Background: an optimization exercise with open tools, aiming at small area. Do not read the settings as production practice.
At most, simulation tests tie the RTL to the original design; equivalence was not proved.
No functional check of the RTL was part of run 1.
Power is estimated from default activity; no workload was simulated.

==> flow/design.v, too long to show whole: its modules and the start of the top module <==
// module tr1_demod: 422 lines
// module tr1_mac: 307 lines
module tr1_demod (
    input  wire               clk,
    input  wire               rst,         
    input  wire               start,       
    input  wire [1:0]         car,         
    input  wire [1:0]         lc,          
    input  wire               in_valid,
    input  wire signed [11:0] in_sample,
    input  wire               finish,      
    output wire               lv_valid,
    output wire [1:0]         lv_count,    
    output reg  [5:0]         lv_data,     
    output wire               done,
    output wire [7:0]         status       
);
  // ...
==> flow/flow/run.sh <==
#!/bin/bash
# Layout flow:
#  1. the standard synthesis (standard.sh), unchanged;
#  2. flow/polarity.py: each full adder of the netlist is used as is or with
#     all pins complemented (a full adder is self-dual), to need the fewest
#     inverters next to full adders, half adders and flip-flops;
#  3. Yosys/ABC re-map the plain logic gates (flow/remap.abc, area mapping);
#     flip-flops, full and half adders and tie cells stay as they are, so
#     every register keeps its name and cell;
#  4. the standard layout from that netlist, with buf_1 port buffers and
#     a clock tree of clkbuf_8 without dummy loads.
# Each tool's output goes to a log file of its own in this folder.
set -euo pipefail
W=$(pwd)
R=$W/orfs/results/sky130hd/tr1_demod/base
LIB=$FLOW_HOME/platforms/sky130hd/lib/sky130_fd_sc_hd__tt_025C_1v80.lib
CTS="-sink_clustering_enable -repair_clock_nets -sink_clustering_size 18 -sink_clustering_max_diameter 60 -buf_list sky130_fd_sc_hd__clkbuf_8 -dont_use_dummy_load"
PORTS="-buffer_cell sky130_fd_sc_hd__buf_1"

bash standard.sh "$R/1_2_yosys.v" > synth.log 2>&1
cp "$R/1_2_yosys.v" "$R/1_2_yosys.std.v"

python3 flow/polarity.py "$R/1_2_yosys.std.v" "$R/1_2_yosys.pol.v" 20 --free-logic > polarity.log 2>&1

DU=$(sed 's/^/-dont_use /' flow/dont_use.txt | tr '\n' ' ')
printf 'set_driving_cell sky130_fd_sc_hd__buf_1\nset_load 5\n' > abc.constr
# functional models of the plain logic cells, for Yosys to flatten
cat > models.ys <<EOY
read_liberty -ignore_miss_func $LIB
delete sky130_fd_sc_hd__fa_* sky130_fd_sc_hd__ha_* sky130_fd_sc_hd__*df* sky130_fd_sc_hd__conb_1 sky130_fd_sc_hd__dl* sky130_fd_sc_hd__*lpflow* sky130_fd_sc_hd__e* sky130_fd_sc_hd__decap* sky130_fd_sc_hd__diode* sky130_fd_sc_hd__probe* sky130_fd_sc_hd__macro* sky130_fd_sc_hd__sdf* sky130_fd_sc_hd__fah* sky130_fd_sc_hd__maj3*
write_verilog -noattr $W/models.v
EOY
yosys -l models.log models.ys > /dev/null 2>&1

cat > remap.ys <<EOY
read_liberty -lib $LIB
read_verilog -overwrite $W/models.v
read_verilog $R/1_2_yosys.pol.v
hierarchy -check -top $FLOW_TOP
flatten -noscopeinfo
simplemap
opt -fast
opt_clean -purge
abc -script $W/flow/remap.abc -liberty $LIB $DU -constr $W/abc.constr -D $FLOW_PERIOD_NS
opt_clean -purge
setundef -zero
hilomap -singleton -hicell sky130_fd_sc_hd__conb_1 HI -locell sky130_fd_sc_hd__conb_1 LO
splitnets
opt_clean -purge
insbuf -buf sky130_fd_sc_hd__buf_4 A X
stat -liberty $LIB
write_verilog -noattr -nohex -nodec $R/1_2_yosys.remap.v
EOY
yosys -l remap.log remap.ys > /dev/null 2>&1

cp "$R/1_2_yosys.remap.v" "$R/1_2_yosys.v"
touch "$R/1_2_yosys.v"
bash standard.sh "CTS_ARGS=$CTS" "BUFFER_PORTS_ARGS=$PORTS" finish > layout.log 2>&1
==> flow/flow/dont_use.txt <==
sky130_fd_sc_hd__probe_p_8
sky130_fd_sc_hd__probec_p_8
sky130_fd_sc_hd__lpflow_bleeder_1
sky130_fd_sc_hd__lpflow_clkbufkapwr_1
sky130_fd_sc_hd__lpflow_clkbufkapwr_16
sky130_fd_sc_hd__lpflow_clkbufkapwr_2
sky130_fd_sc_hd__lpflow_clkbufkapwr_4
sky130_fd_sc_hd__lpflow_clkbufkapwr_8
sky130_fd_sc_hd__lpflow_clkinvkapwr_1
sky130_fd_sc_hd__lpflow_clkinvkapwr_16
sky130_fd_sc_hd__lpflow_clkinvkapwr_2
sky130_fd_sc_hd__lpflow_clkinvkapwr_4
sky130_fd_sc_hd__lpflow_clkinvkapwr_8
sky130_fd_sc_hd__lpflow_decapkapwr_12
sky130_fd_sc_hd__lpflow_decapkapwr_3
sky130_fd_sc_hd__lpflow_decapkapwr_4
sky130_fd_sc_hd__lpflow_decapkapwr_6
sky130_fd_sc_hd__lpflow_decapkapwr_8
sky130_fd_sc_hd__lpflow_inputiso0n_1
sky130_fd_sc_hd__lpflow_inputiso0p_1
sky130_fd_sc_hd__lpflow_inputiso1n_1
sky130_fd_sc_hd__lpflow_inputiso1p_1
sky130_fd_sc_hd__lpflow_inputisolatch_1
sky130_fd_sc_hd__lpflow_isobufsrc_1
sky130_fd_sc_hd__lpflow_isobufsrc_16
sky130_fd_sc_hd__lpflow_isobufsrc_2
sky130_fd_sc_hd__lpflow_isobufsrc_4
sky130_fd_sc_hd__lpflow_isobufsrc_8
sky130_fd_sc_hd__lpflow_isobufsrckapwr_16
sky130_fd_sc_hd__lpflow_lsbuf_lh_hl_isowell_tap_1
sky130_fd_sc_hd__lpflow_lsbuf_lh_hl_isowell_tap_2
sky130_fd_sc_hd__lpflow_lsbuf_lh_hl_isowell_tap_4
sky130_fd_sc_hd__lpflow_lsbuf_lh_isowell_4
sky130_fd_sc_hd__lpflow_lsbuf_lh_isowell_tap_1
sky130_fd_sc_hd__lpflow_lsbuf_lh_isowell_tap_2
sky130_fd_sc_hd__lpflow_lsbuf_lh_isowell_tap_4
==> flow/flow/polarity.py <==
#!/usr/bin/env python3
"""Inverter clean-up for a flat gate-level netlist (Yosys write_verilog style).

A full adder is self-dual: FA(~a, ~b, ~c) = (~sum, ~cout). Synthesis often
leaves inverters between chained full adders. This script chooses, for every
full-adder cell, whether to use it as is or with all its pins complemented,
so as to need the fewest inverters, then rebuilds the inverters: at most one
per net, for the loads that need the complement. Flip-flops and every other
cell are left as they are.

usage: polarity.py in.v out.v
"""
import re, sys, random

FA = "sky130_fd_sc_hd__fa_1"
INV_RE = re.compile(r"^sky130_fd_sc_hd__(clk)?inv_\d+$")
NEW_INV = "sky130_fd_sc_hd__inv_1"
OUT_PINS = {"X", "Y", "Q", "Q_N", "COUT", "SUM", "HI", "LO"}
FA_IN = ("A", "B", "CIN")
FA_OUT = ("COUT", "SUM")

src = re.sub(r"\(\*.*?\*\)", "", open(sys.argv[1]).read())
m = re.search(r"^module\s+(\w+)\s*\((.*?)\);", src, re.S | re.M)
body_start = m.end()
end = src.rindex("endmodule")
body = src[body_start:end]

decl_re = re.compile(r"^\s*(input|output|inout|wire)\b[^;]*;", re.M)
cell_re = re.compile(r"^\s*(sky130_fd_sc_hd__\w+)\s+(\S+)\s*\((.*?)\);", re.S | re.M)
decls = [d.group(0) for d in decl_re.finditer(body)]
cells = []
for c in cell_re.finditer(body):
    pins = [(p, v.strip()) for p, v in re.findall(r"\.(\w+)\(([^()]*)\)", c.group(3))]
    cells.append([c.group(1), c.group(2), pins])
rest = cell_re.sub("", decl_re.sub("", body)).strip()
assert rest == "", "unexpected netlist content: %r" % rest[:200]

ports_out = set()
for d in decls:
    mm = re.match(r"\s*output\s+(\[\d+:\d+\]\s*)?(\S+)\s*;", d)
    if mm:
        name = mm.group(2)
        if mm.group(1):
            hi, lo = map(int, re.findall(r"\d+", mm.group(1)))
            for i in range(lo, hi + 1):
                ports_out.add("%s[%d]" % (name, i))
        else:
            ports_out.add(name)

# inverters: output net -> input net
inv_of = {}
inv_cells = set()
for i, (t, n, pins) in enumerate(cells):
    if INV_RE.match(t):
        pd = dict(pins)
        inv_of[pd["Y"]] = pd["A"]
        inv_cells.add(i)

def base(net):
    par = 0
    seen = 0
    while net in inv_of:
        net = inv_of[net]
        par ^= 1
        seen += 1
        assert seen < 1000
    return net, par

# loads of each base net: (cell index or None for a port, pin, parity)
loads = {}
driver = {}
for i, (t, n, pins) in enumerate(cells):
    if i in inv_cells:
        continue
    for p, v in pins:
        if p in OUT_PINS:
            driver[v] = (i, p)
        else:
            b, par = base(v)
            loads.setdefault(b, []).append((i, p, par))

fa_cells = [i for i, c in enumerate(cells) if c[0] == FA]
flip = {i: 0 for i in fa_cells}
# a full adder that drives an output port (directly or through inverters)
# keeps its polarity
port_bases = {}
for o in ports_out:
    b, par = base(o)
    port_bases.setdefault(b, []).append((o, par))
fixed = set()
for i in fa_cells:
    for p, v in cells[i][2]:
        if p in OUT_PINS and v in port_bases:
            fixed.add(i)

FREE_LOGIC = "--free-logic" in sys.argv
FIXED_TYPES = re.compile(r"^sky130_fd_sc_hd__(ha_|e?dfx|dfr|dfs|sdf|dl|conb)")

def is_free(ci):
    # a logic gate: a later re-mapping absorbs inverters at its pins
    if not FREE_LOGIC or ci is None:
        return False
    t = cells[ci][0]
    return t != FA and not FIXED_TYPES.match(t)

def net_cost(b):
    d = driver.get(b)
    needs = set()
    for (ci, p, par) in loads.get(b, []):
        if is_free(ci):
            continue
        needs.add(par ^ (flip.get(ci, 0) if ci is not None else 0))
    if d and is_free(d[0]):
        return 1 if len(needs) == 2 else 0
    dp = flip.get(d[0], 0) if d else 0
    return 1 if any(n != dp for n in needs) else 0

# nets touching each full adder
fa_nets = {}
for i in fa_cells:
    ns = set()
    for p, v in cells[i][2]:
        ns.add(base(v)[0] if p not in OUT_PINS else v)
    fa_nets[i] = ns

all_bases = set(loads)
before = sum(net_cost(b) for b in all_bases)
rng = random.Random(1)
best = None
for trial in range(int(sys.argv[3]) if len(sys.argv) > 3 and sys.argv[3].isdigit() else 20):
    if trial:
        for i in fa_cells:
            flip[i] = rng.randint(0, 1) if i not in fixed else 0
    improved = True
    rounds = 0
    while improved and rounds < 100:
        improved = False
        rounds += 1
        order = list(fa_cells)
        rng.shuffle(order)
        for i in order:
            if i in fixed:
                continue
            ns = fa_nets[i]
            c0 = sum(net_cost(b) for b in ns)
            flip[i] ^= 1
            c1 = sum(net_cost(b) for b in ns)
            if c1 < c0 or (c1 == c0 and rng.random() < 0.3 and rounds < 60):
                improved = improved or c1 < c0
            else:
                flip[i] ^= 1
    cost = sum(net_cost(b) for b in all_bases)
    if best is None or cost < best[0]:
        best = (cost, dict(flip))
flip = best[1]
after = best[0]

def esc(v, suffix):
    return (v + suffix) if not v.startswith("\\") else (v + suffix)

# physical name of each base net: a flipped full adder's outputs are renamed,
# since they now carry the complement
phys = {}
new_wires = []
for i in fa_cells:
    if flip[i]:
        for p, v in cells[i][2]:
            if p in OUT_PINS:
                phys[v] = esc(v, "_pn")
                new_wires.append("  wire %s ;" % phys[v] if v.startswith("\\") else "  wire %s;" % phys[v])

def pname(b):
    return phys.get(b, b)

new_cells = []
conn = {}
inv_net = {}
k = 0
for b, ls in loads.items():
    d = driver.get(b)
    dp = flip.get(d[0], 0) if d else 0
    for (ci, p, par) in ls:
        need = par ^ (flip.get(ci, 0) if ci is not None else 0)
        if need == dp:
            target = pname(b)
        else:
            if b not in inv_net:
                y = "pol_inv_%d_y" % k
                inv_net[b] = y
                new_wires.append("  wire %s;" % y)
                new_cells.append([NEW_INV, "pol_inv_%d" % k, [("A", pname(b)), ("Y", y)]])
                k += 1
            target = inv_net[b]
        conn[(ci, p)] = target

out_cells = []
for i, (t, n, pins) in enumerate(cells):
    if i in inv_cells:
        continue
    np_ = []
    for p, v in pins:
        if p in OUT_PINS:
            np_.append((p, pname(v) if (i in flip and flip[i]) else v))
        else:
            np_.append((p, conn.get((i, p), v)))
    out_cells.append([t, n, np_])

# output ports that are inverter outputs: one inverter each, as before
for b, lst in port_bases.items():
    for (o, par) in lst:
        if par == 0:
            assert b == o
            continue
        assert not (driver.get(b) and flip.get(driver[b][0], 0))
        new_cells.append([NEW_INV, "pol_port_inv_%d" % k, [("A", pname(b)), ("Y", o)]])
        k += 1

def fmt(c):
    t, n, pins = c
    def net(v):
        return v + " " if v.startswith("\\") else v
    return "  %s %s (\n%s\n  );" % (t, net(n), ",\n".join("    .%s(%s)" % (p, net(v)) for p, v in pins))

used = set()
for c in out_cells + new_cells:
    for p, v in c[2]:
        used.add(v)
out = [src[:body_start], "\n".join(decls), "\n".join(w for w in new_wires)]
out += [fmt(c) for c in out_cells + new_cells]
out.append("endmodule\n")
open(sys.argv[2], "w").write("\n".join(out))
nflip = sum(flip.values())
print("full adders %d, flipped %d; inverters before %d (nets needing one %d), after %d"
      % (len(fa_cells), nflip, len(inv_cells), before, len(new_cells)))
==> flow/flow/remap.abc <==
strash
&get -n
&syn2
&put
dch
amap
==> flow/standard.sh <==
#!/bin/bash
# synth_recipe.tcl (not shown) runs the flow's synth.tcl, then flattens the netlist and writes it again
# the make line also repeats each setting of config.mk as NAME=value (left out here)
make -C /OpenROAD-flow-scripts/flow DESIGN_CONFIG=/design/flow/config.mk WORK_HOME=/design/flow/orfs CLKGATE_MAP_FILE= SYNTH_SCRIPT=/design/flow/synth_recipe.tcl "${@:-finish}"
==> flow/config.mk <==
export PLATFORM = sky130hd
export DESIGN_NAME = tr1_demod
export DESIGN_NICKNAME = tr1_demod
export VERILOG_FILES = /design/flow/design.v
export SDC_FILE = /design/flow/constraint.sdc
export NUM_CORES = 4
export LEC_CHECK = 0
export CAP_MARGIN = 10
export CORE_MARGIN = 2
export CORE_UTILIZATION = 40
export CTS_BUF_LIST = sky130_fd_sc_hd__clkbuf_8
export CTS_CLUSTER_DIAMETER = 60
export CTS_CLUSTER_SIZE = 18
export GPL_TIMING_DRIVEN = 0
export SLEW_MARGIN = 10
==> flow/constraint.sdc <==
create_clock -name core_clock -period 16.0 [get_ports {clk}]
set_input_delay 3.2000 -clock core_clock [delete_from_list [all_inputs] [get_ports {clk}]]
set_output_delay 3.2000 -clock core_clock [all_outputs]
set_load 0.01 [all_outputs]
==> impl_metrics.env, run 1 <==
export IMPL_status="complete, no violations"
export IMPL_drv_cap=0
export IMPL_critPathBufInv=1
export IMPL_max_freq_ghz=0.0660
export IMPL_via_per_inst=5.84
export IMPL_final_cell_mix="332 x nor2_1, 297 x fa_1, 254 x o21ai_0"
export IMPL_tightest_slew_ns=1.25
export IMPL_p_seq_frac=0.430
export IMPL_portBuffers=35
export IMPL_vias=18646
export IMPL_nFillCells=5298
export IMPL_netlist_area_mm2=0.0220
export IMPL_slew_viol_final=0
export IMPL_dp_hpwl_mm=52.3
export IMPL_grt_use_met3=0.0425
export IMPL_whs_path_depth=1
export IMPL_hold_ws_ns=0.403
export IMPL_comb_cell_power_mw=0.826
export IMPL_rows=86
export IMPL_ff2ff_setup_slack_ns=0.85
export IMPL_clockPowerShare=0.202
export IMPL_nets=2853
export IMPL_top_layer_used="met5"
export IMPL_timing_rr_start="hstep[0]$_SDFFCE_PP0P_"
export IMPL_hold_viol=0
export IMPL_top_register="xr"
export IMPL_nClkBuffers=34
export IMPL_fin_crit_ns=15.15
export IMPL_hold_end="xr[51]$_DFF_P_"
export IMPL_die_w_um=239
export IMPL_cts_hold_buf=0
export IMPL_finalWorstSetupSlack_ns=0.852
export IMPL_synthCells=2378
==> module tr1_demod, before the edit <==
module tr1_demod (
    input  wire               clk,
    input  wire               rst,         
    input  wire               start,       
    input  wire [1:0]         car,         
    input  wire [1:0]         lc,          
    input  wire               in_valid,
    input  wire signed [11:0] in_sample,
    input  wire               finish,      
    output wire               lv_valid,
    output wire [1:0]         lv_count,    
    output reg  [5:0]         lv_data,     
    output wire               done,
    output wire [7:0]         status       
);
    localparam [1:0] CAR_ASK = 2'd0, CAR_FSK = 2'd1, CAR_QAM = 2'd2;
    localparam [1:0] LC_NRZ = 2'd0, LC_MAN = 2'd1, LC_AMI = 2'd2;
    localparam [1:0] LV_ZERO = 2'b00, LV_POS = 2'b01, LV_NEG = 2'b11;
    reg       active;
    reg [1:0] cur_car;
    reg [1:0] cur_lc;
    reg       cfg_err;
    reg       sig_err;
    reg       fin_pending;
    reg       pol_neg;           
    reg [3:0] lo;
    reg       down;
    reg       half;
    reg       wh;
    reg               v_r;
    reg signed [11:0] s_r;
    wire take  = active & v_r & ~cfg_err & ~sig_err;
    wire first = ~down & (lo == 4'd0) & ~half & ~wh;
    wire last  = down & (lo == 4'd1) & half & wh;
    wire [4:0] fidx = {half, lo};
    wire [59:0] from;
    assign from[0] = (fidx == 5'd20) | (fidx == 5'd26);
    assign from[1] = (fidx == 5'd1) | (fidx == 5'd3) | (fidx == 5'd17) | (fidx == 5'd21) | (fidx == 5'd27);
    assign from[2] = (fidx == 5'd1) | (fidx == 5'd2) | (fidx == 5'd3) | (fidx == 5'd5) | (fidx == 5'd10) | (fidx == 5'd17) | (fidx == 5'd18) | (fidx == 5'd19) | (fidx == 5'd22);
    assign from[3] = (fidx == 5'd7) | (fidx == 5'd8) | (fidx == 5'd22) | (fidx == 5'd25);
    assign from[4] = (fidx == 5'd25) | (fidx == 5'd26) | (fidx == 5'd27) | (fidx == 5'd28);
    assign from[5] = (fidx == 5'd3) | (fidx == 5'd5) | (fidx == 5'd6) | (fidx == 5'd7) | (fidx == 5'd8) | (fidx == 5'd9) | (fidx == 5'd11) | (fidx == 5'd12) | (fidx == 5'd19) | (fidx == 5'd21) | (fidx == 5'd22) | (fidx == 5'd23) | (fidx == 5'd24) | (fidx == 5'd25) | (fidx == 5'd27) | (fidx == 5'd28);
    assign from[6] = (fidx == 5'd4) | (fidx == 5'd5) | (fidx == 5'd7) | (fidx == 5'd8) | (fidx == 5'd9) | (fidx == 5'd10) | (fidx == 5'd11) | (fidx == 5'd19) | (fidx == 5'd23) | (fidx == 5'd24) | (fidx == 5'd25) | (fidx == 5'd28);
    assign from[7] = (fidx == 5'd7) | (fidx == 5'd8) | (fidx == 5'd11) | (fidx == 5'd20) | (fidx == 5'd23) | (fidx == 5'd25) | (fidx == 5'd27);
    assign from[8] = (fidx == 5'd2) | (fidx == 5'd6) | (fidx == 5'd9) | (fidx == 5'd10) | (fidx == 5'd17) | (fidx == 5'd18) | (fidx == 5'd19) | (fidx == 5'd21) | (fidx == 5'd24) | (fidx == 5'd26);
    assign from[9] = (fidx == 5'd0) | (fidx == 5'd1) | (fidx == 5'd2) | (fidx == 5'd3) | (fidx == 5'd4) | (fidx == 5'd5) | (fidx == 5'd6) | (fidx == 5'd7) | (fidx == 5'd16) | (fidx == 5'd17) | (fidx == 5'd18) | (fidx == 5'd22) | (fidx == 5'd23) | (fidx == 5'd24);
    assign from[10] = (fidx == 5'd6) | (fidx == 5'd8) | (fidx == 5'd20) | (fidx == 5'd23) | (fidx == 5'd24) | (fidx == 5'd26) | (fidx == 5'd27) | (fidx == 5'd28);
    assign from[11] = (fidx == 5'd1) | (fidx == 5'd3) | (fidx == 5'd8) | (fidx == 5'd11) | (fidx == 5'd17) | (fidx == 5'd19) | (fidx == 5'd21) | (fidx == 5'd23) | (fidx == 5'd24);
    assign from[12] = (fidx == 5'd2) | (fidx == 5'd5) | (fidx == 5'd8) | (fidx == 5'd10) | (fidx == 5'd18) | (fidx == 5'd22) | (fidx == 5'd25);
    assign from[13] = (fidx == 5'd6) | (fidx == 5'd7) | (fidx == 5'd17) | (fidx == 5'd18) | (fidx == 5'd21) | (fidx == 5'd24);
    assign from[14] = (fidx == 5'd22) | (fidx == 5'd23) | (fidx == 5'd24) | (fidx == 5'd25) | (fidx == 5'd26) | (fidx == 5'd27) | (fidx == 5'd28);
    assign from[15] = (fidx == 5'd4) | (fidx == 5'd10);
    assign from[16] = (fidx == 5'd1) | (fidx == 5'd5) | (fidx == 5'd11) | (fidx == 5'd17) | (fidx == 5'd19);
    assign from[17] = (fidx == 5'd1) | (fidx == 5'd2) | (fidx == 5'd3) | (fidx == 5'd6) | (fidx == 5'd17) | (fidx == 5'd18) | (fidx == 5'd19) | (fidx == 5'd21) | (fidx == 5'd26);
    assign from[18] = (fidx == 5'd6) | (fidx == 5'd9) | (fidx == 5'd23) | (fidx == 5'd24);
    assign from[19] = (fidx == 5'd9) | (fidx == 5'd10) | (fidx == 5'd11) | (fidx == 5'd12);
    assign from[20] = (fidx == 5'd3) | (fidx == 5'd5) | (fidx == 5'd6) | (fidx == 5'd7) | (fidx == 5'd8) | (fidx == 5'd9) | (fidx == 5'd11) | (fidx == 5'd12) | (fidx == 5'd19) | (fidx == 5'd21) | (fidx == 5'd22) | (fidx == 5'd23) | (fidx == 5'd24) | (fidx == 5'd25) | (fidx == 5'd27) | (fidx == 5'd28);
    assign from[21] = (fidx == 5'd3) | (fidx == 5'd7) | (fidx == 5'd8) | (fidx == 5'd9) | (fidx == 5'd12) | (fidx == 5'd20) | (fidx == 5'd21) | (fidx == 5'd23) | (fidx == 5'd24) | (fidx == 5'd25) | (fidx == 5'd26) | (fidx == 5'd27);
    assign from[22] = (fidx == 5'd4) | (fidx == 5'd7) | (fidx == 5'd9) | (fidx == 5'd11) | (fidx == 5'd23) | (fidx == 5'd24) | (fidx == 5'd27);
    assign from[23] = (fidx == 5'd1) | (fidx == 5'd2) | (fidx == 5'd3) | (fidx == 5'd5) | (fidx == 5'd8) | (fidx == 5'd10) | (fidx == 5'd18) | (fidx == 5'd22) | (fidx == 5'd25) | (fidx == 5'd26);
    assign from[24] = (fidx == 5'd0) | (fidx == 5'd1) | (fidx == 5'd2) | (fidx == 5'd6) | (fidx == 5'd7) | (fidx == 5'd8) | (fidx == 5'd16) | (fidx == 5'd17) | (fidx == 5'd18) | (fidx == 5'd19) | (fidx == 5'd20) | (fidx == 5'd21) | (fidx == 5'd22) | (fidx == 5'd23);
    assign from[25] = (fidx == 5'd4) | (fidx == 5'd7) | (fidx == 5'd8) | (fidx == 5'd10) | (fidx == 5'd11) | (fidx == 5'd12) | (fidx == 5'd22) | (fidx == 5'd24);
    assign from[26] = (fidx == 5'd1) | (fidx == 5'd3) | (fidx == 5'd5) | (fidx == 5'd7) | (fidx == 5'd8) | (fidx == 5'd17) | (fidx == 5'd19) | (fidx == 5'd24) | (fidx == 5'd27);
    assign from[27] = (fidx == 5'd2) | (fidx == 5'd6) | (fidx == 5'd9) | (fidx == 5'd18) | (fidx == 5'd21) | (fidx == 5'd24) | (fidx == 5'd26);
    assign from[28] = (fidx == 5'd1) | (fidx == 5'd2) | (fidx == 5'd5) | (fidx == 5'd8) | (fidx == 5'd22) | (fidx == 5'd23);
    assign from[29] = (fidx == 5'd6) | (fidx == 5'd7) | (fidx == 5'd8) | (fidx == 5'd9) | (fidx == 5'd10) | (fidx == 5'd11) | (fidx == 5'd12);
    assign from[30] = (fidx == 5'd1) | (fidx == 5'd5) | (fidx == 5'd6) | (fidx == 5'd7) | (fidx == 5'd9) | (fidx == 5'd11) | (fidx == 5'd17) | (fidx == 5'd27);
    assign from[31] = (fidx == 5'd4) | (fidx == 5'd20) | (fidx == 5'd23) | (fidx == 5'd25) | (fidx == 5'd26);
    assign from[32] = (fidx == 5'd3) | (fidx == 5'd7) | (fidx == 5'd10) | (fidx == 5'd21) | (fidx == 5'd23) | (fidx == 5'd24) | (fidx == 5'd25);
    assign from[33] = (fidx == 5'd2) | (fidx == 5'd3) | (fidx == 5'd7) | (fidx == 5'd8) | (fidx == 5'd11) | (fidx == 5'd18);
    assign from[34] = (fidx == 5'd3) | (fidx == 5'd4) | (fidx == 5'd5) | (fidx == 5'd6) | (fidx == 5'd7);
    assign from[35] = (fidx == 5'd2) | (fidx == 5'd3) | (fidx == 5'd8) | (fidx == 5'd10) | (fidx == 5'd18) | (fidx == 5'd19) | (fidx == 5'd24) | (fidx == 5'd26);
    assign from[36] = (fidx == 5'd2) | (fidx == 5'd3) | (fidx == 5'd5) | (fidx == 5'd6) | (fidx == 5'd9) | (fidx == 5'd10) | (fidx == 5'd17) | (fidx == 5'd18) | (fidx == 5'd21) | (fidx == 5'd22);
    assign from[37] = (fidx == 5'd2) | (fidx == 5'd8) | (fidx == 5'd9) | (fidx == 5'd11) | (fidx == 5'd12) | (fidx == 5'd27) | (fidx == 5'd28);
    assign from[38] = (fidx == 5'd1) | (fidx == 5'd4) | (fidx == 5'd5) | (fidx == 5'd6) | (fidx == 5'd9) | (fidx == 5'd12) | (fidx == 5'd17) | (fidx == 5'd19) | (fidx == 5'd21) | (fidx == 5'd22) | (fidx == 5'd23) | (fidx == 5'd24) | (fidx == 5'd25) | (fidx == 5'd26) | (fidx == 5'd27);
    assign from[39] = (fidx == 5'd0) | (fidx == 5'd1) | (fidx == 5'd2) | (fidx == 5'd8) | (fidx == 5'd9) | (fidx == 5'd10) | (fidx == 5'd11) | (fidx == 5'd16) | (fidx == 5'd17);
    assign from[40] = (fidx == 5'd1) | (fidx == 5'd2) | (fidx == 5'd5) | (fidx == 5'd6) | (fidx == 5'd7) | (fidx == 5'd9) | (fidx == 5'd11) | (fidx == 5'd17) | (fidx == 5'd18) | (fidx == 5'd24) | (fidx == 5'd26) | (fidx == 5'd27);
    assign from[41] = (fidx == 5'd3) | (fidx == 5'd4) | (fidx == 5'd6) | (fidx == 5'd20) | (fidx == 5'd23) | (fidx == 5'd25);
    assign from[42] = (fidx == 5'd2) | (fidx == 5'd8) | (fidx == 5'd9) | (fidx == 5'd10) | (fidx == 5'd12) | (fidx == 5'd21) | (fidx == 5'd27);
    assign from[43] = (fidx == 5'd3) | (fidx == 5'd4) | (fidx == 5'd5) | (fidx == 5'd6) | (fidx == 5'd7) | (fidx == 5'd11) | (fidx == 5'd18) | (fidx == 5'd19);
    assign from[44] = (fidx == 5'd16) | (fidx == 5'd17);
    assign from[45] = (fidx == 5'd1) | (fidx == 5'd11) | (fidx == 5'd17) | (fidx == 5'd21) | (fidx == 5'd22) | (fidx == 5'd23) | (fidx == 5'd25) | (fidx == 5'd27);
    assign from[46] = (fidx == 5'd4) | (fidx == 5'd7) | (fidx == 5'd9) | (fidx == 5'd10) | (fidx == 5'd20);
    assign from[47] = (fidx == 5'd5) | (fidx == 5'd7) | (fidx == 5'd8) | (fidx == 5'd9) | (fidx == 5'd19) | (fidx == 5'd23) | (fidx == 5'd26);
    assign from[48] = (fidx == 5'd2) | (fidx == 5'd18) | (fidx == 5'd19) | (fidx == 5'd23) | (fidx == 5'd24) | (fidx == 5'd27);
    assign from[49] = (fidx == 5'd19) | (fidx == 5'd20) | (fidx == 5'd21) | (fidx == 5'd22) | (fidx == 5'd23);
    assign from[50] = (fidx == 5'd2) | (fidx == 5'd3) | (fidx == 5'd8) | (fidx == 5'd10) | (fidx == 5'd18) | (fidx == 5'd19) | (fidx == 5'd24) | (fidx == 5'd26);
    assign from[51] = (fidx == 5'd1) | (fidx == 5'd2) | (fidx == 5'd5) | (fidx == 5'd6) | (fidx == 5'd18) | (fidx == 5'd19) | (fidx == 5'd21) | (fidx == 5'd22) | (fidx == 5'd25) | (fidx == 5'd26);
    assign from[52] = (fidx == 5'd11) | (fidx == 5'd12) | (fidx == 5'd18) | (fidx == 5'd24) | (fidx == 5'd25) | (fidx == 5'd27) | (fidx == 5'd28);
    assign from[53] = (fidx == 5'd1) | (fidx == 5'd3) | (fidx == 5'd5) | (fidx == 5'd6) | (fidx == 5'd7) | (fidx == 5'd8) | (fidx == 5'd9) | (fidx == 5'd10) | (fidx == 5'd11) | (fidx == 5'd17) | (fidx == 5'd20) | (fidx == 5'd21) | (fidx == 5'd22) | (fidx == 5'd25) | (fidx == 5'd28);
    assign from[54] = (fidx == 5'd0) | (fidx == 5'd1) | (fidx == 5'd16) | (fidx == 5'd17) | (fidx == 5'd18) | (fidx == 5'd24) | (fidx == 5'd25) | (fidx == 5'd26) | (fidx == 5'd27);
    assign from[55] = (fidx == 5'd1) | (fidx == 5'd2) | (fidx == 5'd8) | (fidx == 5'd10) | (fidx == 5'd11) | (fidx == 5'd17) | (fidx == 5'd18) | (fidx == 5'd21) | (fidx == 5'd22) | (fidx == 5'd23) | (fidx == 5'd25) | (fidx == 5'd27);
    assign from[56] = (fidx == 5'd4) | (fidx == 5'd7) | (fidx == 5'd9) | (fidx == 5'd19) | (fidx == 5'd20) | (fidx == 5'd22);
    assign from[57] = (fidx == 5'd5) | (fidx == 5'd11) | (fidx == 5'd18) | (fidx == 5'd24) | (fidx == 5'd25) | (fidx == 5'd26) | (fidx == 5'd28);
    assign from[58] = (fidx == 5'd2) | (fidx == 5'd3) | (fidx == 5'd19) | (fidx == 5'd20) | (fidx == 5'd21) | (fidx == 5'd22) | (fidx == 5'd23) | (fidx == 5'd27);
    assign from[59] = (fidx == 5'd0) | (fidx == 5'd1);
    wire [29:0] qrom;
    assign qrom[0] = (lo == 4'd1) | (lo == 4'd3);
    assign qrom[1] = (lo == 4'd2) | (lo == 4'd8);
    assign qrom[2] = (lo == 4'd4) | (lo == 4'd7);
    assign qrom[3] = (lo == 4'd8) | (lo == 4'd9);
    assign qrom[4] = 1'b0;
    assign qrom[5] = (lo == 4'd5) | (lo == 4'd6) | (lo == 4'd7) | (lo == 4'd8) | (lo == 4'd9) | (lo == 4'd10);
    assign qrom[6] = (lo == 4'd6) | (lo == 4'd7) | (lo == 4'd9);
    assign qrom[7] = (lo == 4'd3) | (lo == 4'd5) | (lo == 4'd8) | (lo == 4'd9) | (lo == 4'd10) | (lo == 4'd11) | (lo == 4'd12);
    assign qrom[8] = (lo == 4'd5) | (lo == 4'd6) | (lo == 4'd7) | (lo == 4'd10) | (lo == 4'd11);
    assign qrom[9] = (lo == 4'd0) | (lo == 4'd1) | (lo == 4'd2) | (lo == 4'd3) | (lo == 4'd4) | (lo == 4'd5) | (lo == 4'd6) | (lo == 4'd7) | (lo == 4'd8);
    assign qrom[10] = (lo == 4'd1) | (lo == 4'd3) | (lo == 4'd5) | (lo == 4'd6) | (lo == 4'd7) | (lo == 4'd10);
    assign qrom[11] = (lo == 4'd2) | (lo == 4'd6) | (lo == 4'd8) | (lo == 4'd9);
    assign qrom[12] = (lo == 4'd3) | (lo == 4'd4) | (lo == 4'd7) | (lo == 4'd9) | (lo == 4'd11);
    assign qrom[13] = (lo == 4'd5) | (lo == 4'd6) | (lo == 4'd7) | (lo == 4'd8);
    assign qrom[14] = 1'b0;
    assign qrom[15] = (lo == 4'd3) | (lo == 4'd5);
    assign qrom[16] = (lo == 4'd5) | (lo == 4'd8) | (lo == 4'd9);
    assign qrom[17] = (lo == 4'd1) | (lo == 4'd3) | (lo == 4'd8);
    assign qrom[18] = (lo == 4'd4) | (lo == 4'd5);
    assign qrom[19] = 1'b0;
    assign qrom[20] = (lo == 4'd4) | (lo == 4'd6) | (lo == 4'd7) | (lo == 4'd10) | (lo == 4'd11) | (lo == 4'd12);
    assign qrom[21] = (lo == 4'd4) | (lo == 4'd7) | (lo == 4'd10) | (lo == 4'd11);
    assign qrom[22] = (lo == 4'd5) | (lo == 4'd6) | (lo == 4'd9) | (lo == 4'd10);
    assign qrom[23] = (lo == 4'd1) | (lo == 4'd2) | (lo == 4'd3) | (lo == 4'd6) | (lo == 4'd7) | (lo == 4'd8);
    assign qrom[24] = (lo == 4'd5) | (lo == 4'd6) | (lo == 4'd7) | (lo == 4'd8) | (lo == 4'd9) | (lo == 4'd10) | (lo == 4'd11) | (lo == 4'd12);
    assign qrom[25] = (lo == 4'd3) | (lo == 4'd4) | (lo == 4'd5) | (lo == 4'd6) | (lo == 4'd10) | (lo == 4'd11) | (lo == 4'd12);
    assign qrom[26] = (lo == 4'd4) | (lo == 4'd8) | (lo == 4'd9) | (lo == 4'd11);
    assign qrom[27] = (lo == 4'd1) | (lo == 4'd6) | (lo == 4'd9) | (lo == 4'd10);
    assign qrom[28] = (lo == 4'd5) | (lo == 4'd6) | (lo == 4'd7) | (lo == 4'd8);
    assign qrom[29] = 1'b0;
    wire [14:0] bf1 = from[59:45], bf2 = from[44:30], bf3 = from[29:15], bf4 = from[14:0];
    wire [14:0] bqs = qrom[29:15], bqc = qrom[14:0];
    wire [11:0] xg = take ? s_r : 12'd0;
    wire [4:0] fneg = {5{down}};
    wire [4:0] sneg = {5{half}};
    wire [4:0] cneg = {5{half ^ down}};
    reg [14:0] d1, d2, d3, d4;
    always @(*) begin
        case (cur_car)
            CAR_ASK: begin
                d1 = {4'd0, xg[11], 5'd1, 5'd0};
                d2 = d1;
                d3 = 15'd0;
                d4 = 15'd0;
            end
            CAR_FSK: begin
                d1 = {bf1[14:10] ^ fneg, bf1[9:0]};
                d2 = {bf2[14:10] ^ fneg, bf2[9:0]};
                d3 = bf3;
                d4 = bf4;
            end
            default: begin
                d1 = {bqs[14:10] ^ sneg, bqs[9:0]};
                d2 = d1;
                d3 = {bqc[14:10] ^ cneg, bqc[9:0]};
                d4 = d3;
            end
        endcase
    end
    reg signed [26:0] acc1, acc2, acc3, acc4;
    wire [26:0] sum1, sum2, sum3, sum4;
    localparam [26:0] INIT = 27'd128761856;
    wire [26:0] base1 = first ? INIT : acc1;
    wire [26:0] base2 = first ? INIT : acc2;
    wire [26:0] base3 = first ? INIT : acc3;
    wire [26:0] base4 = first ? INIT : acc4;
    tr1_mac u_mac1 (.base(base1), .x(xg), .tk(take), .neg(d1[14:10]), .one(d1[9:5]), .two(d1[4:0]), .sum(sum1));
    tr1_mac u_mac2 (.base(base2), .x(xg), .tk(take), .neg(d2[14:10]), .one(d2[9:5]), .two(d2[4:0]), .sum(sum2));
    tr1_mac u_mac3 (.base(base3), .x(xg), .tk(take), .neg(d3[14:10]), .one(d3[9:5]), .two(d3[4:0]), .sum(sum3));
    tr1_mac u_mac4 (.base(base4), .x(xg), .tk(take), .neg(d4[14:10]), .one(d4[9:5]), .two(d4[4:0]), .sum(sum4));
    reg        [53:0] xr;        
    reg signed [26:0] y1, y2;
    reg        [28:0] hacc;      
    reg               sticky;    
    reg               hbusy;
    reg        [5:0]  hstep;
    reg               dvalid;    
    wire        [26:0] hterm = xr[0] ? (hstep[0] ? y2 : y1) : 27'd0;
    wire               hneg  = (hstep[5:1] == 5'd26);
    wire        [26:0] ht    = hterm ^ {27{hneg}};
    wire        [28:0] hsum;
    wire h_0 = hacc[0] ^ ht[0];
    wire h_1 = h_0 ^ hneg;
    wire h_2 = (hacc[0] & ht[0]) | (h_0 & hneg);
    wire h_3 = h_2 ^ hacc[1];
    wire h_4 = h_3 ^ ht[1];
    wire h_5 = (h_2 & hacc[1]) | (h_3 & ht[1]);
    wire h_6 = h_5 ^ hacc[2];
    wire h_7 = h_6 ^ ht[2];
    wire h_8 = (h_5 & hacc[2]) | (h_6 & ht[2]);
    wire h_9 = h_8 ^ hacc[3];
    wire h_10 = h_9 ^ ht[3];
    wire h_11 = (h_8 & hacc[3]) | (h_9 & ht[3]);
    wire h_12 = h_11 ^ hacc[4];
    wire h_13 = h_12 ^ ht[4];
    wire h_14 = (h_11 & hacc[4]) | (h_12 & ht[4]);
    wire h_15 = h_14 ^ hacc[5];
    wire h_16 = h_15 ^ ht[5];
    wire h_17 = (h_14 & hacc[5]) | (h_15 & ht[5]);
    wire h_18 = h_17 ^ hacc[6];
    wire h_19 = h_18 ^ ht[6];
    wire h_20 = (h_17 & hacc[6]) | (h_18 & ht[6]);
    wire h_21 = h_20 ^ hacc[7];
    wire h_22 = h_21 ^ ht[7];
    wire h_23 = (h_20 & hacc[7]) | (h_21 & ht[7]);
    wire h_24 = h_23 ^ hacc[8];
    wire h_25 = h_24 ^ ht[8];
    wire h_26 = (h_23 & hacc[8]) | (h_24 & ht[8]);
    wire h_27 = h_26 ^ hacc[9];
    wire h_28 = h_27 ^ ht[9];
    wire h_29 = (h_26 & hacc[9]) | (h_27 & ht[9]);
    wire h_30 = h_29 ^ hacc[10];
    wire h_31 = h_30 ^ ht[10];
    wire h_32 = (h_29 & hacc[10]) | (h_30 & ht[10]);
    wire h_33 = h_32 ^ hacc[11];
    wire h_34 = h_33 ^ ht[11];
    wire h_35 = (h_32 & hacc[11]) | (h_33 & ht[11]);
    wire h_36 = h_35 ^ hacc[12];
    wire h_37 = h_36 ^ ht[12];
    wire h_38 = (h_35 & hacc[12]) | (h_36 & ht[12]);
    wire h_39 = h_38 ^ hacc[13];
    wire h_40 = h_39 ^ ht[13];
    wire h_41 = (h_38 & hacc[13]) | (h_39 & ht[13]);
    wire h_42 = h_41 ^ hacc[14];
    wire h_43 = h_42 ^ ht[14];
    wire h_44 = (h_41 & hacc[14]) | (h_42 & ht[14]);
    wire h_45 = h_44 ^ hacc[15];
    wire h_46 = h_45 ^ ht[15];
    wire h_47 = (h_44 & hacc[15]) | (h_45 & ht[15]);
    wire h_48 = h_47 ^ hacc[16];
    wire h_49 = h_48 ^ ht[16];
    wire h_50 = (h_47 & hacc[16]) | (h_48 & ht[16]);
    wire h_51 = h_50 ^ hacc[17];
    wire h_52 = h_51 ^ ht[17];
    wire h_53 = (h_50 & hacc[17]) | (h_51 & ht[17]);
    wire h_54 = h_53 ^ hacc[18];
    wire h_55 = h_54 ^ ht[18];
    wire h_56 = (h_53 & hacc[18]) | (h_54 & ht[18]);
    wire h_57 = h_56 ^ hacc[19];
    wire h_58 = h_57 ^ ht[19];
    wire h_59 = (h_56 & hacc[19]) | (h_57 & ht[19]);
    wire h_60 = h_59 ^ hacc[20];
    wire h_61 = h_60 ^ ht[20];
    wire h_62 = (h_59 & hacc[20]) | (h_60 & ht[20]);
    wire h_63 = h_62 ^ hacc[21];
    wire h_64 = h_63 ^ ht[21];
    wire h_65 = (h_62 & hacc[21]) | (h_63 & ht[21]);
    wire h_66 = h_65 ^ hacc[22];
    wire h_67 = h_66 ^ ht[22];
    wire h_68 = (h_65 & hacc[22]) | (h_66 & ht[22]);
    wire h_69 = h_68 ^ hacc[23];
    wire h_70 = h_69 ^ ht[23];
    wire h_71 = (h_68 & hacc[23]) | (h_69 & ht[23]);
    wire h_72 = h_71 ^ hacc[24];
    wire h_73 = h_72 ^ ht[24];
    wire h_74 = (h_71 & hacc[24]) | (h_72 & ht[24]);
    wire h_75 = h_74 ^ hacc[25];
    wire h_76 = h_75 ^ ht[25];
    wire h_77 = (h_74 & hacc[25]) | (h_75 & ht[25]);
    wire h_78 = h_77 ^ hacc[26];
    wire h_79 = h_78 ^ ht[26];
    wire h_80 = (h_77 & hacc[26]) | (h_78 & ht[26]);
    wire h_81 = h_80 ^ hacc[27];
    wire h_82 = h_81 ^ ht[26];
    wire h_83 = (h_80 & hacc[27]) | (h_81 & ht[26]);
    wire h_84 = h_83 ^ hacc[28];
    wire h_85 = h_84 ^ ht[26];
    wire h_86 = (h_83 & hacc[28]) | (h_84 & ht[26]);
    assign hsum = {h_85, h_82, h_79, h_76, h_73, h_70, h_67, h_64, h_61, h_58, h_55, h_52, h_49, h_46, h_43, h_40, h_37, h_34, h_31, h_28, h_25, h_22, h_19, h_16, h_13, h_10, h_7, h_4, h_1};
    wire p_zero = (hacc == 29'd0) & ~sticky;
    reg  a_bit;                  
    reg  c_s, c_d;               
    reg  nz_s, nz_d;             
    reg  sg_s, sg_d;             
    wire s_bit = a_bit ^ xr[0] ^ c_s;
    wire d_bit = a_bit ^ ~xr[0] ^ c_d;
    reg       dec_err;
    reg [1:0] dec_n;             
    reg [2:0] dec_p;             
    always @(*) begin
        dec_err = 1'b0;
        dec_n   = 2'd1;
        dec_p   = 3'b000;
        case (cur_car)
            CAR_ASK: begin
                if (y1 > 27'sd12800)     dec_p[0] = 1'b1;
                else if (y1 < 27'sd6400) dec_p[0] = 1'b0;
                else                     dec_err  = 1'b1;
            end
            CAR_FSK: begin
                dec_err  = p_zero;
                dec_p[0] = ~hacc[28];
            end
            default: begin
                dec_n = 2'd3;
                dec_err = (hacc < 29'd20000) | ((hacc == 29'd180000) & ~sticky) |
                          ~nz_s | ~nz_d;
                dec_p[0] = sg_s;
                dec_p[1] = sg_s ^ sg_d;
                dec_p[2] = (hacc > 29'd180000) | ((hacc == 29'd180000) & sticky);
            end
        endcase
    end
    reg rec_pol;
    integer i;
    always @(*) begin
        lv_data = 6'd0;
        rec_pol = pol_neg;
        for (i = 0; i < 3; i = i + 1) begin
            if (i < dec_n) begin
                case (cur_lc)
                    LC_NRZ: lv_data[2*i +: 2] = dec_p[i] ? LV_POS : LV_NEG;
                    LC_MAN: lv_data[2*i +: 2] = dec_p[i] ? LV_POS : LV_ZERO;
                    default: begin
                        if (dec_p[i]) begin
                            lv_data[2*i +: 2] = rec_pol ? LV_NEG : LV_POS;
                            rec_pol = ~rec_pol;
                        end else begin
                            lv_data[2*i +: 2] = LV_ZERO;
                        end
                    end
                endcase
            end
        end
    end
    assign lv_valid = dvalid & ~dec_err & ~sig_err;
    assign lv_count = (cur_car == CAR_QAM) ? 2'd3 : 2'd1;
    assign done   = fin_pending & ~hbusy & ~dvalid;
    assign status = cfg_err ? 8'h15 : (sig_err | ~first) ? 8'h76 : 8'h00;
    always @(posedge clk) begin
        acc1 <= sum1;
        acc2 <= sum2;
        acc3 <= sum3;
        acc4 <= sum4;
        if (take & last) begin
            xr <= {sum3[26], sum1[26], sum3[25], sum1[25], sum3[24], sum1[24],
                   sum3[23], sum1[23], sum3[22], sum1[22], sum3[21], sum1[21],
                   sum3[20], sum1[20], sum3[19], sum1[19], sum3[18], sum1[18],
                   sum3[17], sum1[17], sum3[16], sum1[16], sum3[15], sum1[15],
                   sum3[14], sum1[14], sum3[13], sum1[13], sum3[12], sum1[12],
                   sum3[11], sum1[11], sum3[10], sum1[10], sum3[9],  sum1[9],
                   sum3[8],  sum1[8],  sum3[7],  sum1[7],  sum3[6],  sum1[6],
                   sum3[5],  sum1[5],  sum3[4],  sum1[4],  sum3[3],  sum1[3],
                   sum3[2],  sum1[2],  sum3[1],  sum1[1],  sum3[0],  sum1[0]};
            y1 <= sum2;
            y2 <= sum4;
        end else begin
            xr <= xr >> 1;
        end
        a_bit <= xr[0];
        if (take & last) begin
            c_s  <= 1'b0;
            c_d  <= 1'b1;
            nz_s <= 1'b0;
            nz_d <= 1'b0;
        end else if (hstep[0]) begin
            c_s  <= (a_bit & xr[0]) | (a_bit & c_s) | (xr[0] & c_s);
            c_d  <= (a_bit & ~xr[0]) | (a_bit & c_d) | (~xr[0] & c_d);
            nz_s <= nz_s | s_bit;
            nz_d <= nz_d | d_bit;
            sg_s <= s_bit;
            sg_d <= d_bit;
        end
        if (take & last) begin
            hacc   <= 29'd0;
            sticky <= 1'b0;
        end else begin
            hacc   <= hstep[0] ? {hsum[28], hsum[28:1]} : hsum;
            sticky <= sticky | (hstep[0] & hsum[0]);
        end
        s_r <= in_sample;
        v_r <= in_valid & ~rst;
        if (rst) begin
            active      <= 1'b0;
            fin_pending <= 1'b0;
            hbusy       <= 1'b0;
            dvalid      <= 1'b0;
        end else begin
            if (start) begin
                active      <= 1'b1;
                cur_car     <= car;
                cur_lc      <= lc;
                cfg_err     <= (car == 2'd3) || (lc == 2'd3);
                sig_err     <= 1'b0;
                fin_pending <= 1'b0;
                pol_neg     <= 1'b0;
                lo          <= 4'd0;
                down        <= 1'b0;
                half        <= 1'b0;
                wh          <= 1'b0;
            end else begin
                if (take) begin
                    if (~down) begin
                        if (lo == 4'd12) down <= 1'b1;
                        else             lo   <= lo + 4'd1;
                    end else if (lo == 4'd1) begin
                        down <= 1'b0;
                        lo   <= 4'd0;
                        half <= ~half;
                        if (half) wh <= ~wh;
                    end else begin
                        lo <= lo - 4'd1;
                    end
                end
                if (take & last) begin
                    hbusy <= 1'b1;
                    hstep <= 6'd0;
                end else if (hbusy) begin
                    hstep <= hstep + 6'd1;
                    if (hstep == 6'd53) hbusy <= 1'b0;
                end
                dvalid <= hbusy & (hstep == 6'd53);
                if (dvalid & ~sig_err) begin
                    if (dec_err) sig_err <= 1'b1;
                    else         pol_neg <= rec_pol;
                end
                if (active & finish) fin_pending <= 1'b1;
                if (done) begin
                    fin_pending <= 1'b0;
                    active      <= 1'b0;
                end
            end
        end
    end
endmodule
==> run 2: changes to the inputs <==
--- a/flow/design.v
+++ b/flow/design.v
@@ -27,9 +27,7 @@
     reg       down;
     reg       half;
     reg       wh;
-    reg               v_r;
-    reg signed [11:0] s_r;
-    wire take  = active & v_r & ~cfg_err & ~sig_err;
+    wire take  = active & in_valid & ~cfg_err & ~sig_err;
     wire first = ~down & (lo == 4'd0) & ~half & ~wh;
     wire last  = down & (lo == 4'd1) & half & wh;
     wire [4:0] fidx = {half, lo};
@@ -127,7 +125,7 @@
     assign qrom[29] = 1'b0;
     wire [14:0] bf1 = from[59:45], bf2 = from[44:30], bf3 = from[29:15], bf4 = from[14:0];
     wire [14:0] bqs = qrom[29:15], bqc = qrom[14:0];
-    wire [11:0] xg = take ? s_r : 12'd0;
+    wire [11:0] xg = take ? in_sample : 12'd0;
     wire [4:0] fneg = {5{down}};
     wire [4:0] sneg = {5{half}};
     wire [4:0] cneg = {5{half ^ down}};
@@ -365,8 +363,6 @@
             hacc   <= hstep[0] ? {hsum[28], hsum[28:1]} : hsum;
             sticky <= sticky | (hstep[0] & hsum[0]);
         end
-        s_r <= in_sample;
-        v_r <= in_valid & ~rst;
         if (rst) begin
             active      <= 1'b0;
             fin_pending <= 1'b0;
==> run 2 against run 1 <==
Routed wire length rose by 1.5%. Sequential power fell by 1%. Register-to-register slack improved by 0.09 ns. Clock skew rose by 0.012 ns. Highest routed layer is now met4. First-iteration DRC count rose by 0.13%. Largest cell class unchanged. Power rose by 5.3%. Clock power fell by 7.5%. Count of clock-buffer cells in the layout fell by 3. Via count rose by 0.68%. Area after synthesis fell by 1.1%. Non-clock buffer count rose by 12. Still clean on timing, DRC and antenna.
==> impl_metrics.env, run 2 <==
export IMPL_worstHoldPathType="register to register"
export IMPL_synthCells=2371
export IMPL_final_cell_mix="340 x nor2_1, 297 x fa_1, 240 x o21ai_0"
export IMPL_postCtsSetupRepairBufs=0
export IMPL_slew_viol_final=0
export IMPL_timing_rr_start="lo[3]$_SDFFCE_PP0P_"
export IMPL_via_per_inst=5.89
export IMPL_die_h_um=237
export IMPL_gp_congestion=0.992
export IMPL_routed_wl_mm=70.1
export IMPL_peakVddDrop_uv=87.8
export IMPL_whs_path_depth=1
export IMPL_cts_made_buffers=31
export IMPL_synthToLayoutAreaGrowth_pct=10.2
export IMPL_netlist_area_mm2=0.0218
export IMPL_top_register="xr"
export IMPL_worstSetupEndpointType="register"
export IMPL_largest_reg_flops=54
export IMPL_clk_pin_slew_ns=0.11
export IMPL_max_freq_ghz=0.0648
export IMPL_largestRegisters="xr x54, hacc x29"
export IMPL_drc=0
export IMPL_power_density_mw_per_mm2=98.2
export IMPL_finalInstanceArea_mm2=0.0240
export IMPL_ctsLongestPathBuffers=3
export IMPL_critPathBufInv=3
export IMPL_cp_start_kind="primary input"
export IMPL_fin_crit_ns=15.44
export IMPL_antenna_left=0
export IMPL_portBuffers=35
export IMPL_vias=18772
export IMPL_clkLatencyLatePin_ns=0.69
export IMPL_root_buffer="clkbuf_8"
export IMPL_hold_viol=0
export IMPL_cts_tree="yes"
export IMPL_comb_power_share=0.420
export IMPL_period_share=0.965
export IMPL_clock_sinks=277
export IMPL_dp_hpwl_mm=53.4
export IMPL_status="complete, no violations"
export IMPL_worstSetupPathType="primary input to register"
export IMPL_r2r_end="y2[26]$_DFFE_PP_"
export IMPL_hold_end="xr[49]$_DFF_P_"
export IMPL_drtIter0Drc=1530
export IMPL_layout_commonest_cell="nor2_1"
export IMPL_cp_arrival_ns=15.97
export IMPL_p_leak_nw=9.09
export IMPL_syn_avg_cell_area_um2=9.19
export IMPL_min_delay_start="xr[50]$_DFF_P_"
export IMPL_crit_path_max_fanout=48
export IMPL_power_switching_share=0.369
export IMPL_cts_hold_buf=0
export IMPL_yosysWarningCount=1
export IMPL_track_usage=0.249
export IMPL_start_util=0.405
export IMPL_grt_pass1_wl_mm=110
export IMPL_tightest_slew_ns=1.19
export IMPL_dieArea_mm2=0.0564
export IMPL_final_util=0.446
export IMPL_die_w_um=237
export IMPL_rsz0062_at_grt="no"
export IMPL_clockPowerShare=0.177
export IMPL_antenna_found_initial=0
export IMPL_max_slew_margin=0.201
export IMPL_crit_slowest_cell="nand2_1"
export IMPL_core_mm2=0.0538
export IMPL_p_int_mw=1.49
export IMPL_worst_r2r_path_depth=36
export IMPL_n_antenna_cell=0
export IMPL_io_pins=39
export IMPL_grt_max_degree=54
export IMPL_cts_htree_levels=1
export IMPL_rows=85
export IMPL_drv_cap=0
export IMPL_setup_viol=0
export IMPL_p_switching_mw=0.869
export IMPL_ff2ff_setup_slack_ns=0.94
export IMPL_place_ws_ns=-0.171
export IMPL_drive_above_1_share=0.0518
export IMPL_crit_required_ns=16.53
export IMPL_nets=2855
export IMPL_dr_pass1_iters=6
export IMPL_cp_slowest_stage_delay_ns=1.04
export IMPL_place_area_mm2=0.0236
export IMPL_overflow=0
export IMPL_avgRoutedWirePerCell_um=22.0
export IMPL_finalWorstSetupSlack_ns=0.561
export IMPL_first_global_vias=18854
export IMPL_clock_skew_ns=0.0810
export IMPL_p_seq_frac=0.403
export IMPL_nFillCells=5219
export IMPL_post_cts_resized=0
export IMPL_crit_family="adder cells"
export IMPL_crit_path_frequent_cell="fa_1"
run 2: power groups by stage:
stage	clock [mW]	combinational, mW	sequential (mW)
final	0.418	0.990	0.950
after global routing	0.458	1.13	0.965
after CTS	0.435	1.01	0.951
after detailed placement	0	0.990	0.964
after global placement	0	0.945	0.964
after floorplan	0	0.689	0.949
run 2: cell type report:
| type | instances | area, µm² | area share |
|---|---|---|---|
| flip-flops and latches | 277 | 6310 | 0.263 |
| repair buffers | 86 | 703 | 0.0293 |
| clock buffers | 31 | 427 | 0.0178 |
| well taps | 696 | 871 | 0.0363 |
| inverters | 132 | 499 | 0.0208 |
| plain buffers | 7 | 52.6 | 0.00219 |
| multi-input cells | 1956 | 15200 | 0.631 |
run 2: routing by layer:
| layer | GRT usage | routed length, µm | up-vias |
|---|---|---|---|
| met4 | 0.0921 | 2710 | 0 |
| met1 | 0.339 | 30200 | 9086 |
| met5 | 0 | 0 | - |
| met2 | 0.407 | 32800 | 678 |
| met3 | 0.0322 | 4410 | 158 |
| li1 | - | - | 8850 |
run 2: metrics by stage:
step	instances	setup TNS [ns]	total power, mW	hold slack (ns)
final	3185	0	2.36	0.420
after global routing	3185	0	2.55	0.430
after CTS	3183	0	2.39	0.425
after detailed placement	3152	-0.346	1.95	0.433
after global placement	3103	-823.45	1.91	0.429
after floorplan	2372	0	1.64	0.426
run 2: how the worst max path moves through the flow:
| stage | start | endpoint | slack [ns] | depth (start not counted) |
|---|---|---|---|---|
| global route | in_valid | xr[52]$_DFF_P_ | 0.11 | 37 |
| floorplan | half$_SDFFCE_PP0P_ | xr[53]$_SDFF_PN0_ | 0.48 | 34 |
| finish | in_valid | xr[52]$_DFF_P_ | 0.56 | 37 |
| global placement | half$_SDFFCE_PP0P_ | xr[53]$_SDFF_PN0_ | -7.67 | 34 |
| detailed placement | in_valid | xr[52]$_DFF_P_ | -0.17 | 37 |
| CTS | in_valid | xr[52]$_DFF_P_ | 0.57 | 37 |
==> run 3: changes to the inputs <==
--- a/flow/flow/run.sh
+++ b/flow/flow/run.sh
@@ -14,7 +14,7 @@
 W=$(pwd)
 R=$W/orfs/results/sky130hd/tr1_demod/base
 LIB=$FLOW_HOME/platforms/sky130hd/lib/sky130_fd_sc_hd__tt_025C_1v80.lib
-CTS="-sink_clustering_enable -repair_clock_nets -sink_clustering_size 18 -sink_clustering_max_diameter 60 -buf_list sky130_fd_sc_hd__clkbuf_8 -dont_use_dummy_load"
+CTS="-sink_clustering_enable -repair_clock_nets -sink_clustering_size 10 -sink_clustering_max_diameter 40 -buf_list sky130_fd_sc_hd__clkbuf_4 -dont_use_dummy_load"
 PORTS="-buffer_cell sky130_fd_sc_hd__buf_1"
 
 bash standard.sh "$R/1_2_yosys.v" > synth.log 2>&1
==> run 3 against run 2 <==
Clock power shrank 4%. Worst setup slack improved by 0.10 ns. Largest power group unchanged. Global-route usage up 0.19 points.
==> impl_metrics.env, run 3 <==
export IMPL_whs_path_depth=1
export IMPL_clock_sinks=277
export IMPL_cp_slowest_stage_delay_ns=1.03
export IMPL_yosysWarningCount=1
export IMPL_drv_cap=0
export IMPL_cp_start_kind="primary input"
export IMPL_drive_above_1_share=0.0601
export IMPL_ctsLongestPathBuffers=3
export IMPL_first_global_vias=19092
export IMPL_slew_viol_final=0
export IMPL_rsz0062_at_grt="no"
export IMPL_vias=18845
export IMPL_crit_path_max_fanout=48
export IMPL_cp_arrival_ns=15.98
export IMPL_cp_depth=37
export IMPL_tightest_slew_ns=1.25
export IMPL_finalSetupTns_ns=0
export IMPL_peakVddDrop_uv=68.0
export IMPL_crit_required_ns=16.64
export IMPL_worstSetupPathType="primary input to register"
export IMPL_hold_viol=0
export IMPL_crit_slowest_cell="nand2_1"
export IMPL_netlist_area_mm2=0.0218
export IMPL_max_slew_margin=0.163
export IMPL_wl_met1_mm=30.3
export IMPL_drtIter0Drc=1540
export IMPL_hold_ws_ns=0.399
export IMPL_top_layer_used="met4"
export IMPL_die_h_um=237
export IMPL_crit_path_frequent_cell="fa_1"
export IMPL_final_util=0.446
export IMPL_final_cell_mix="340 x nor2_1, 297 x fa_1, 240 x o21ai_0"
export IMPL_largestRegisters="xr x54, hacc x29"
export IMPL_dp_hpwl_mm=53.4
export IMPL_antenna_left=0
export IMPL_dpl_cell_count=3152
export IMPL_finalInstanceArea_mm2=0.0240
export IMPL_wl_met2_mm=32.9
export IMPL_track_usage=0.251
export IMPL_clkLatencyLatePin_ns=0.83
export IMPL_dieArea_mm2=0.0564
export IMPL_clock_skew_ns=0.123
export IMPL_layout_commonest_cell="nor2_1"
export IMPL_cts_hold_buf=0
export IMPL_overflow=0
export IMPL_power_density_mw_per_mm2=97.6
export IMPL_rows=85
export IMPL_gp_congestion=0.992
export IMPL_synthCells=2371
export IMPL_top_register="xr"
export IMPL_io_pins=39
export IMPL_critPathBufInv=3
export IMPL_finalNonFillerCells=3208
export IMPL_postCtsSetupRepairBufs=0
export IMPL_nets=2877
export IMPL_synthToLayoutAreaGrowth_pct=10.1
export IMPL_core_mm2=0.0538
export IMPL_clk_pin_slew_ns=0.09
export IMPL_met3_length_mm=4.25
export IMPL_grt_max_degree=54
export IMPL_drc=0
export IMPL_period_share=0.959
export IMPL_via_per_inst=5.87
export IMPL_worstSetupEndpointType="register"
export IMPL_cts_made_buffers=53
export IMPL_die_w_um=237
export IMPL_start_util=0.405
export IMPL_fin_crit_ns=15.34
export IMPL_dr_pass1_iters=6
export IMPL_cts_htree_levels=2
export IMPL_avgRoutedWirePerCell_um=21.9
export IMPL_worstHoldPathType="register to register"
export IMPL_place_area_mm2=0.0236
export IMPL_worst_r2r_path_depth=36
export IMPL_largest_reg_flops=54
export IMPL_cts_tree="yes"
export IMPL_root_buffer="clkbuf_4"
export IMPL_crit_family="adder cells"
export IMPL_setup_viol=0
export IMPL_p_leak_nw=9.11
export IMPL_syn_avg_cell_area_um2=9.19
export IMPL_max_freq_ghz=0.0652
export IMPL_post_cts_resized=0
export IMPL_portBuffers=35
export IMPL_routed_wl_mm=70.2
export IMPL_grt_pass1_wl_mm=110
export IMPL_status="complete, no violations"
export IMPL_ff2ff_setup_slack_ns=0.96
export IMPL_antenna_found_initial=1
-- run 3: worst reg2reg max path, delay by kind of cell (launching register included) --
family / cells / cell delay, ns
compound gates: 3 / 1.24
simple gates: 5 / 1.82
buf+inv: 4 / 2.36
flops: 1 / 1.07
fa+ha+maj: 24 / 8.36
-- run 3: where the power goes --
part | total (mW) | internal [mW] | switching, mW
clock | 0.400 | 0.149 | 0.251
sequential | 0.950 | 0.907 | 0.0429
combinational | 0.990 | 0.413 | 0.577
total | 2.34 | 1.47 | 0.871
-- run 3: worst paths after layout --
kind	startpoint	end
worst max-delay path	in_valid	xr[52]$_DFF_P_
worst min-delay path	xr[2]$_DFF_P_	xr[1]$_DFF_P_
worst max register to register	lo[3]$_SDFFCE_PP0P_	y2[26]$_DFFE_PP_
worst min register to register	xr[2]$_DFF_P_	xr[1]$_DFF_P_
-- run 3: area by class of cell --
type,count,area (µm²)
Fill cell,5236,29800
Sequential cell,277,6310
Inverter,132,499
Clock buffer,53,398
Multi-Input combinational cell,1956,15200
Buffer,7,52.6
Timing Repair Buffer,86,703
Tap cell,696,871
Antenna cell,1,2.50
-- run 3: metal layers --
metal  track usage  vias to the layer above
li1              -                     8919
met3        0.0363                      151
met4         0.104                        0
met1         0.337                     9063
met5             0                        -
met2         0.408                      712
-- run 3: metrics by stage --
step,setup slack [ns],total power [mW]
floorplan,0.482,1.64
global placement,-7.67,1.91
detailed placement,-0.171,1.95
CTS,0.635,2.38
global route,0.227,2.54
finish,0.663,2.34

static timing again, ports no longer ideal:
No port has a modelled driver above. Below, the same layouts with a new extraction and two added sets of constraints. Step 1, drivers: a clkbuf_16 drives clk and a buf_2 each remaining input, both assumed. Step 2 also shifts input and output timing later by t, the mid clock arrival at the registers, as if the neighbouring blocks saw the same clock. a / b / c = ideal / step 1 / step 2; a / b = the first two.
| run | t (ns) | setup WS [ns] | worst hold slack (ns) | worst setup path after step 2 | cell pins on the clock port's net |
|---|---|---|---|---|---|
| run 1 | 0.647 | 0.852 / 0.852 / 0.852 | 0.403 / 0.403 / 0.403 | register to register | 1 |
| run 2 | 0.707 | 0.561 / 0.597 / -0.109 | 0.420 / 0.420 / 0.420 | input to register | 1 |
| run 3 | 0.815 | 0.663 / 0.696 / -0.119 | 0.399 / 0.399 / 0.399 | input to register | 1 |
With both steps, setup timing fails in run 2 and run 3, where it was met with ideal ports. The setup slack of run 3, which loses most, moves by +0.033 ns with the drivers and by -0.782 ns with both steps.
